What follows belongs to an exercise in optimizing a design on an open flow for a short achievable clock period and few clock cycles; a production flow would make more cautious choices.
The RTL was checked by simulation tests, not by an equivalence proof against the original design.
No activity file was given, so power comes from the tool's default toggle rates.

==> inputs of try-indigo <==
## um_core
module um_core (
    input  wire        clk,
    input  wire        rst,           
    input  wire [19:0] img_len,       
    output reg         mem_en,
    output reg         mem_we,
    output reg  [23:0] mem_addr,
    output reg  [31:0] mem_wdata,
    input  wire [31:0] mem_rdata,
    output reg         out_valid,
    output reg  [7:0]  out_byte,
    output wire        in_req,
    input  wire        in_valid,
    input  wire [7:0]  in_byte,
    input  wire        in_eof,
    output wire [1:0]  status,        
    output reg  [2:0]  fault_kind,
    output wire [31:0] finger
);
==> flow/config.mk <==
export PLATFORM = sky130hd
export DESIGN_NAME = um_core
export DESIGN_NICKNAME = um_core
export VERILOG_FILES = /design/flow/design.v
export SDC_FILE = /design/flow/constraint.sdc
export NUM_CORES = 4
export LEC_CHECK = 0
export CAP_MARGIN = 20
export CORE_MARGIN = 2
export CORE_UTILIZATION = 30
export PLACE_DENSITY = 0.4
export SLEW_MARGIN = 20
==> flow/constraint.sdc <==
create_clock -name core_clock -period 12.0 [get_ports {clk}]
set_input_delay 2.4000 -clock core_clock [delete_from_list [all_inputs] [get_ports {clk}]]
set_output_delay 2.4000 -clock core_clock [all_outputs]
set_load 0.01 [all_outputs]
standard.sh (not shown) runs the stock make flow with config.mk's settings and CLKGATE_MAP_FILE= SYNTH_SCRIPT=/design/flow/synth_recipe.tcl, a recipe that flattens the netlist after the stock synthesis.
==> flow/flow/run.sh <==
#!/bin/bash
# Standard layout (the standard.sh, standard synthesis), with the timing
# repair after placement, CTS and global routing aiming at a setup margin
# below the clock period. make's full output goes to flow_make.log here; each
# ORFS step also keeps its own log under orfs/logs/.
set -euo pipefail
bash standard.sh SETUP_SLACK_MARGIN=8 TNS_END_PERCENT=100 finish > flow_make.log 2>&1
==> try-sierra (differences from try-indigo) <==
--- a/flow/design.v
+++ b/flow/design.v
@@ -34,10 +34,11 @@
     localparam [3:0] X_IN2  = 4'd8;
     localparam [3:0] X_MEM  = 4'd9;    
     localparam [3:0] X_FILL = 4'd10;   
     reg [3:0]  xs;
     reg        run;
+    reg        x_mis;                 
     reg [1:0]  st;
     reg [31:0] fing;
     reg [31:0] regs [0:7];
     reg        slot_live [0:15];
     reg [23:0] slot_base [0:15];
@@ -84,16 +85,16 @@
     reg [3:0]  m_h;
     reg [19:0] m_idx, m_wm, m_len;
     reg [23:0] m_base;
     reg [31:0] m_data;
     reg [31:0] mul_b, mul_c;          
-    reg [31:0] mul_p [0:7];           
+    reg [31:0] mul_p [0:15];          
     reg [31:0] mul_s0, mul_s1;        
     reg [31:0] div_n, div_d;
-    reg [33:0] div_d3;
     reg [5:0]  div_ca, div_cb;
     reg        div_qz;                
+    reg [33:0] div_d3;
     reg [31:0] div_quot;
     reg [31:0] div_rem;
     reg [5:0]  div_cnt;
     reg [23:0] c_dst;                 
     reg [23:0] c_src;                 
@@ -166,18 +167,48 @@
     wire [19:0] len0  = slot_len[0];
     wire [19:0] wm0   = slot_wm[0];
     wire        can_mint   = (n_slots != 5'd16);
     wire [3:0]  new_handle = (free_sp != 5'd0) ? free_stack[free_sp - 5'd1] : n_slots[3:0];
     wire        alloc_ok   = (rc[31:20] == 12'd0) && (free_sp != 5'd0 || can_mint);
-    wire        cmov_t     = rc != 32'd0;
+    reg         cmov_t;               
     function hz;
         input [2:0] r;
         begin
             hz = (l1_v && l1_r == r) || (xs == X_MEM && is_aidx && ra_i == r);
         end
     endfunction
-    wire d_hazard = !dr_op[13] && (hz(dr[8:6]) || hz(dr[5:3]) || hz(dr[2:0]));
+    wire d_hazard = (!dr_op[13] && (hz(dr[8:6]) || hz(dr[5:3]) || hz(dr[2:0]))) ||
+                    (dr_op[0] && x_we && ir_d == dr[2:0]);
+    wire d_cmt = (l2_v && l2_r == dr[2:0]) ? (!l2_z && mem_rdata != 32'd0) : (regs[dr[2:0]] != 32'd0);
+    wire [31:0] csa0_s0 = mul_p[0] ^ mul_p[1] ^ mul_p[2];
+    wire [31:0] csa0_c0 = {(mul_p[0][30:0] & mul_p[1][30:0]) | (mul_p[0][30:0] & mul_p[2][30:0]) | (mul_p[1][30:0] & mul_p[2][30:0]), 1'b0};
+    wire [31:0] csa0_s1 = mul_p[3] ^ mul_p[4] ^ mul_p[5];
+    wire [31:0] csa0_c1 = {(mul_p[3][30:0] & mul_p[4][30:0]) | (mul_p[3][30:0] & mul_p[5][30:0]) | (mul_p[4][30:0] & mul_p[5][30:0]), 1'b0};
+    wire [31:0] csa0_s2 = mul_p[6] ^ mul_p[7] ^ mul_p[8];
+    wire [31:0] csa0_c2 = {(mul_p[6][30:0] & mul_p[7][30:0]) | (mul_p[6][30:0] & mul_p[8][30:0]) | (mul_p[7][30:0] & mul_p[8][30:0]), 1'b0};
+    wire [31:0] csa0_s3 = mul_p[9] ^ mul_p[10] ^ mul_p[11];
+    wire [31:0] csa0_c3 = {(mul_p[9][30:0] & mul_p[10][30:0]) | (mul_p[9][30:0] & mul_p[11][30:0]) | (mul_p[10][30:0] & mul_p[11][30:0]), 1'b0};
+    wire [31:0] csa0_s4 = mul_p[12] ^ mul_p[13] ^ mul_p[14];
+    wire [31:0] csa0_c4 = {(mul_p[12][30:0] & mul_p[13][30:0]) | (mul_p[12][30:0] & mul_p[14][30:0]) | (mul_p[13][30:0] & mul_p[14][30:0]), 1'b0};
+    wire [31:0] csa1_s5 = csa0_s0 ^ csa0_c0 ^ csa0_s1;
+    wire [31:0] csa1_c5 = {(csa0_s0[30:0] & csa0_c0[30:0]) | (csa0_s0[30:0] & csa0_s1[30:0]) | (csa0_c0[30:0] & csa0_s1[30:0]), 1'b0};
+    wire [31:0] csa1_s6 = csa0_c1 ^ csa0_s2 ^ csa0_c2;
+    wire [31:0] csa1_c6 = {(csa0_c1[30:0] & csa0_s2[30:0]) | (csa0_c1[30:0] & csa0_c2[30:0]) | (csa0_s2[30:0] & csa0_c2[30:0]), 1'b0};
+    wire [31:0] csa1_s7 = csa0_s3 ^ csa0_c3 ^ csa0_s4;
+    wire [31:0] csa1_c7 = {(csa0_s3[30:0] & csa0_c3[30:0]) | (csa0_s3[30:0] & csa0_s4[30:0]) | (csa0_c3[30:0] & csa0_s4[30:0]), 1'b0};
+    wire [31:0] csa2_s8 = csa1_s5 ^ csa1_c5 ^ csa1_s6;
+    wire [31:0] csa2_c8 = {(csa1_s5[30:0] & csa1_c5[30:0]) | (csa1_s5[30:0] & csa1_s6[30:0]) | (csa1_c5[30:0] & csa1_s6[30:0]), 1'b0};
+    wire [31:0] csa2_s9 = csa1_c6 ^ csa1_s7 ^ csa1_c7;
+    wire [31:0] csa2_c9 = {(csa1_c6[30:0] & csa1_s7[30:0]) | (csa1_c6[30:0] & csa1_c7[30:0]) | (csa1_s7[30:0] & csa1_c7[30:0]), 1'b0};
+    wire [31:0] csa3_s10 = csa2_s8 ^ csa2_c8 ^ csa2_s9;
+    wire [31:0] csa3_c10 = {(csa2_s8[30:0] & csa2_c8[30:0]) | (csa2_s8[30:0] & csa2_s9[30:0]) | (csa2_c8[30:0] & csa2_s9[30:0]), 1'b0};
+    wire [31:0] csa3_s11 = csa2_c9 ^ csa0_c4 ^ mul_p[15];
+    wire [31:0] csa3_c11 = {(csa2_c9[30:0] & csa0_c4[30:0]) | (csa2_c9[30:0] & mul_p[15][30:0]) | (csa0_c4[30:0] & mul_p[15][30:0]), 1'b0};
+    wire [31:0] csa4_s12 = csa3_s10 ^ csa3_c10 ^ csa3_s11;
+    wire [31:0] csa4_c12 = {(csa3_s10[30:0] & csa3_c10[30:0]) | (csa3_s10[30:0] & csa3_s11[30:0]) | (csa3_c10[30:0] & csa3_s11[30:0]), 1'b0};
+    wire [31:0] csa5_s13 = csa4_s12 ^ csa4_c12 ^ csa3_c11;
+    wire [31:0] csa5_c13 = {(csa4_s12[30:0] & csa4_c12[30:0]) | (csa4_s12[30:0] & csa3_c11[30:0]) | (csa4_c12[30:0] & csa3_c11[30:0]), 1'b0};
     function [5:0] clz;
         input [31:0] v;
         integer k;
         begin
             clz = 6'd32;
@@ -197,11 +228,12 @@
     wire        fetch_ok   = (f_pc[31:20] == 12'd0) && (f_pc[19:0] < len0);
     wire        fetch_zero = f_pc[19:0] >= wm0;
     wire [23:0] fetch_addr = base0 + f_pc[23:0];
     wire [2:0]  credit     = fq_n + {2'd0, r_fetch} + {2'd0, s_fetch};
     wire [31:0] fdata      = s_zero ? 32'd0 : mem_rdata;
-    wire go = run && xs == X_RUN && ir_v;    
+    wire run_x = run && !x_mis;
+    wire go = run_x && xs == X_RUN && ir_v;    
     reg        adv;           
     reg        x_we;          
     reg [31:0] x_wd;
     reg        stop;
     reg        stop_halt;
@@ -210,11 +242,11 @@
     always @(*) begin
         adv = 1'b0;
         x_we = 1'b0;
         x_wd = 32'd0;
         stop = 1'b0; stop_halt = 1'b0; stop_kind = F_INDEX; stop_finger = x_pc + 32'd1;
-        if (run) begin
+        if (run_x) begin
             case (xs)
                 X_RUN: begin
                     if (ir_v) begin
                         adv  = !(is_mul || is_div || is_in || is_aidx || is_amnd);
                         x_we = is_cmov || is_add || is_nand || is_orth || is_allc;
@@ -260,13 +292,11 @@
                 end
                 X_FILL: begin
                     adv = 1'b0;
                 end
                 X_DV1: begin
-                    if (div_qz) begin
-                        adv = 1'b1; x_we = 1'b1; x_wd = 32'd0;
-                    end
+                    adv = div_qz; x_we = div_qz; x_wd = 32'd0;
                 end
                 X_DIV: begin
                     if (div_cnt == 6'd1) begin
                         adv = 1'b1; x_we = 1'b1; x_wd = {div_quot[29:0], div_dig};
                     end
@@ -278,26 +308,28 @@
             endcase
         end
     end
     wire cp_rd = (c_ph == 2'd0) || (c_ph == 2'd1 && c_rd != c_len);
     wire cp_wr = c_ph[1] && (c_wr != c_rd);
-    wire d_sel = run && ((xs == X_MEM && m_ok && !(is_amnd && m_unsh) && !m_fill) ||
+    wire d_sel = run_x && ((xs == X_MEM && !(is_amnd && m_unsh)) ||
                          xs == X_FILL || xs == X_CP);
-    wire d_en  = (xs == X_CP) ? (cp_rd || cp_wr) : 1'b1;
+    wire d_en  = (xs == X_CP) ? (cp_rd || cp_wr) : (xs == X_FILL) || (m_ok && !m_fill);
     wire d_we  = (xs == X_CP) ? c_ph[1] : is_amnd;
     wire [23:0] d_addr  = (xs == X_CP) ? (c_ph[1] ? c_dst + {4'd0, c_wr} : c_src + {4'd0, c_rd}) :
                           (xs == X_FILL) ? m_faddr : m_addr;
     wire [31:0] d_wdata = (xs == X_CP) ? mem_rdata : (xs == X_FILL) ? 32'd0 : m_data;
     wire lp_go    = go && is_lp;
     wire lp_swap  = rb != 32'd0;
     wire        r_ok   = !lp_swap && (rc[31:20] == 12'd0) && (rc[19:0] < len0);
     wire        r_zero_w = rc[19:0] >= wm0;
     wire [23:0] r_addr = base0 + rc[23:0];
-    wire am0_go   = run && xs == X_MEM && m_ok && is_amnd && !m_unsh && !m_fill && m_am0;
+    wire am0_go   = run_x && xs == X_MEM && m_ok && is_amnd && !m_unsh && !m_fill && m_am0;
     wire lp_hit   = ir_p && !lp_swap && rc == bt_tgt;    
-    wire flush    = (lp_go && !lp_hit) || am0_go;
+    wire flush    = (lp_go && !ir_p) || x_mis;
+    wire        xr_ok   = (x_pc[31:20] == 12'd0) && (x_pc[19:0] < len0);
     wire bt_here  = bt_v && f_pc[31:20] == 12'd0 && f_pc[19:0] == bt_pc;
+    wire fetch_go = fetch_ok && credit <= 3'd3 && !(xs == X_CP || xs == X_CPE || (xs == X_MEM && is_amnd && m_unsh));
     wire take = !ir_v || adv;                  
     wire d_mv = dr_v && take && !d_hazard && !flush;
     wire d_take = !dr_v || d_mv;               
     wire [31:0] d_hreg = regs[dr_h];
     wire [3:0]  d_hn   = d_hreg[3:0];
@@ -321,10 +353,11 @@
     assign in_req = in_req_r;
     always @(posedge clk) begin
         if (rst) begin
             xs        <= X_RUN;
             run       <= 1'b1;
+            x_mis     <= 1'b0;
             st        <= 2'd0;
             fing      <= 32'd0;
             fault_kind <= 3'd0;
             out_valid <= 1'b0;
             out_byte  <= 8'd0;
@@ -389,12 +422,13 @@
                     m_base  <= base_h;
                     m_data  <= rc;
                     xs      <= X_MEM;
                 end
                 if (is_mul) begin
-                    for (i = 0; i < 8; i = i + 1)
-                        mul_p[i] <= (mul_b * {28'd0, mul_c[4*i +: 4]}) << (4 * i);
+                    for (i = 0; i < 16; i = i + 1)
+                        mul_p[i] <= ((mul_c[2*i] ? mul_b : 32'd0) +
+                                     (mul_c[2*i+1] ? {mul_b[30:0], 1'b0} : 32'd0)) << (2 * i);
                     xs <= X_MUL1;
                 end
                 if (is_div) begin
                     div_n  <= rb; div_d <= rc;
                     div_ca <= clz(rb); div_cb <= clz(rc);
@@ -433,11 +467,14 @@
                     slot_wm[0]   <= wm_h;
                     shared       <= 1'b1;
                     shared_h     <= hn;
                 end
             end
-            case (xs)
+            x_mis <= (lp_go && ir_p && !lp_hit) || am0_go;
+            if (x_mis)
+                xs <= X_RUN;
+            else case (xs)
                 X_MEM: begin
                     if (is_aidx) begin
                         l1_v <= m_ok;
                         l1_r <= ra_i;
                         l1_z <= !m_below;
@@ -466,12 +503,12 @@
                     m_faddr <= m_faddr + 24'd1;
                     if (m_wm + 20'd1 == m_idx)
                         xs <= X_MEM;
                 end
                 X_MUL1: begin
-                    mul_s0 <= mul_p[0] + mul_p[1] + mul_p[2] + mul_p[3];
-                    mul_s1 <= mul_p[4] + mul_p[5] + mul_p[6] + mul_p[7];
+                    mul_s0 <= csa5_s13;
+                    mul_s1 <= csa5_c13;
                     xs <= X_MUL2;
                 end
                 X_MUL2: xs <= X_RUN;
                 X_DV1: begin
                     if (div_qz) begin
@@ -541,10 +578,11 @@
                 ir_x  <= dr_x;
                 ir_d  <= dr_d;
                 xa    <= rd(dr[8:6]);
                 xb    <= rd(dr[5:3]);
                 xc    <= rd(dr[2:0]);
+                cmov_t <= d_cmt;
                 if (dr_op[4]) begin
                     mul_b <= rd(dr[5:3]);
                     mul_c <= rd(dr[2:0]);
                 end
                 xh    <= rd(dr_h);
@@ -591,36 +629,42 @@
             s_fetch <= r_fetch && !flush;
             s_zero  <= r_zero;
             s_pred  <= r_pred;
             if (lp_go && lp_swap || am0_go)
                 bt_v <= 1'b0;
-            else if (lp_go && !lp_hit) begin
+            else if (lp_go && !ir_p) begin
                 bt_v   <= 1'b1;
                 bt_pc  <= x_pc[19:0];
                 bt_tgt <= rc;
             end
             if (!run) begin
                 mem_en  <= 1'b0;
                 mem_we  <= 1'b0;
                 r_fetch <= 1'b0;
+            end else if (x_mis) begin
+                mem_en    <= xr_ok;
+                mem_we    <= 1'b0;
+                mem_addr  <= base0 + x_pc[23:0];
+                r_fetch   <= xr_ok;
+                r_zero    <= x_pc[19:0] >= wm0;
+                r_pred    <= 1'b0;
+                f_pc      <= xr_ok ? x_pc + 32'd1 : x_pc;
             end else if (d_sel) begin
                 mem_en    <= d_en;
                 mem_we    <= d_we;
                 mem_addr  <= d_addr;
                 mem_wdata <= d_wdata;
                 r_fetch   <= 1'b0;
-                if (am0_go)
-                    f_pc <= x_pc + 32'd1;
-            end else if (lp_go && !lp_hit) begin
+            end else if (lp_go && !ir_p) begin
                 mem_en    <= r_ok;
                 mem_we    <= 1'b0;
                 mem_addr  <= r_addr;
                 r_fetch   <= r_ok;
                 r_zero    <= r_zero_w;
                 r_pred    <= 1'b0;
                 f_pc      <= r_ok ? rc + 32'd1 : rc;
-            end else if (fetch_ok && credit <= 3'd3 && !(xs == X_CP || xs == X_CPE || (xs == X_MEM && is_amnd && m_unsh))) begin
+            end else if (fetch_go) begin
                 mem_en    <= 1'b1;
                 mem_we    <= 1'b0;
                 mem_addr  <= fetch_addr;
                 r_fetch   <= 1'b1;
                 r_zero    <= fetch_zero;
==> run notes <==
| metric | try-sierra | try-indigo |
|---|---|---|
| Fillers | 60693 | 56732 |
| Min Clock Period, post-route | 4.561 ns | 4.978 ns |
| Combinational group share of total power | 54.9% | 58.9% |
| Sequential share of power | 25.8% | 23.8% |
| Area after DPL | 197700 µm² | 186700 µm² |
| Leakage power of the design | 0.08448 µW | 0.08220 µW |
| Amount of wire on met3 after detailed routing | 86780 µm | 78210 µm |
| Number of logic inverters in the finished layout | 679 | 564 |
| Ratio of cells with drive above 1 in the final layout | 20.38% | 25.48% |
| GRT met2 Usage | 40.88% | 41.15% |
| Wire length of the first global-routing pass | 1229000 µm | 1168000 µm |
| Seq. pwr | 15700 µW | 15300 µW |
| Total number of vias | 156277 | 149005 |
| Cell area after layout | 225800 µm² | 223500 µm² |
| Starting density of the core | 30.10% | 30.09% |
| Biggest fanout along the worst timing path | 12 | 7 |
| Post-DR wirelength/cell | 34.23 µm | 33.99 µm |
| Critical-path top delay cell | sky130_fd_sc_hd__a2111o_1 | sky130_fd_sc_hd__or4_1 |
| Number of logic stages on the critical path including buffering | 22 | 19 |
| Worst hold slack | 0.4171 ns | 0.4172 ns |
| Number of multi-input combinational cells | 12963 | 12101 |
| Combinational-cell power consumption | 33500 µW | 37800 µW |
| Outcome | finished clean | finished clean |
| Footprint of the multi-input gates | 103000 µm² | 100800 µm² |
| End point of the most critical hold path | ir[24]$_DFFE_PP_ | ir_op[15]$_DFFE_PP_ |
Testbench counts of try-indigo, summed over its fixed seeds: cycles 61,567.
Testbench counts of try-sierra, summed over its fixed seeds: cycles 62,036.

## afterwards: timing with drivers on the ports
In the flow no input, the clock included, has a driving cell. The finished layouts below were timed again as built, in two steps.
Step 1 assumes that a clkbuf_16 drives the clock port and a buf_2 every other input.
Step 2 times the ports against the registers' clock, not the clock port: input delays grow and output delays shrink by t, the midpoint of the rising clock arrivals with the driver on.
Slacks: ideal / step 1 / step 2; pairs: ideal / step 1.
| run | shift t [ns] | setup WS [ns] | worst setup path at the end | worst data-port slew with drivers (ns) |
|---|---|---|---|---|
| try-indigo | 1.171 | 7.022 / 7.022 / 6.716 | input to register | 0.35 |
| try-sierra | 1.141 | 7.439 / 7.439 / 6.742 | input to register | 0.26 |
After both steps setup and hold are still met in every run listed. For try-sierra, which loses most, drivers alone change the setup slack by 0.000 ns; drivers and shift together by -0.697 ns.
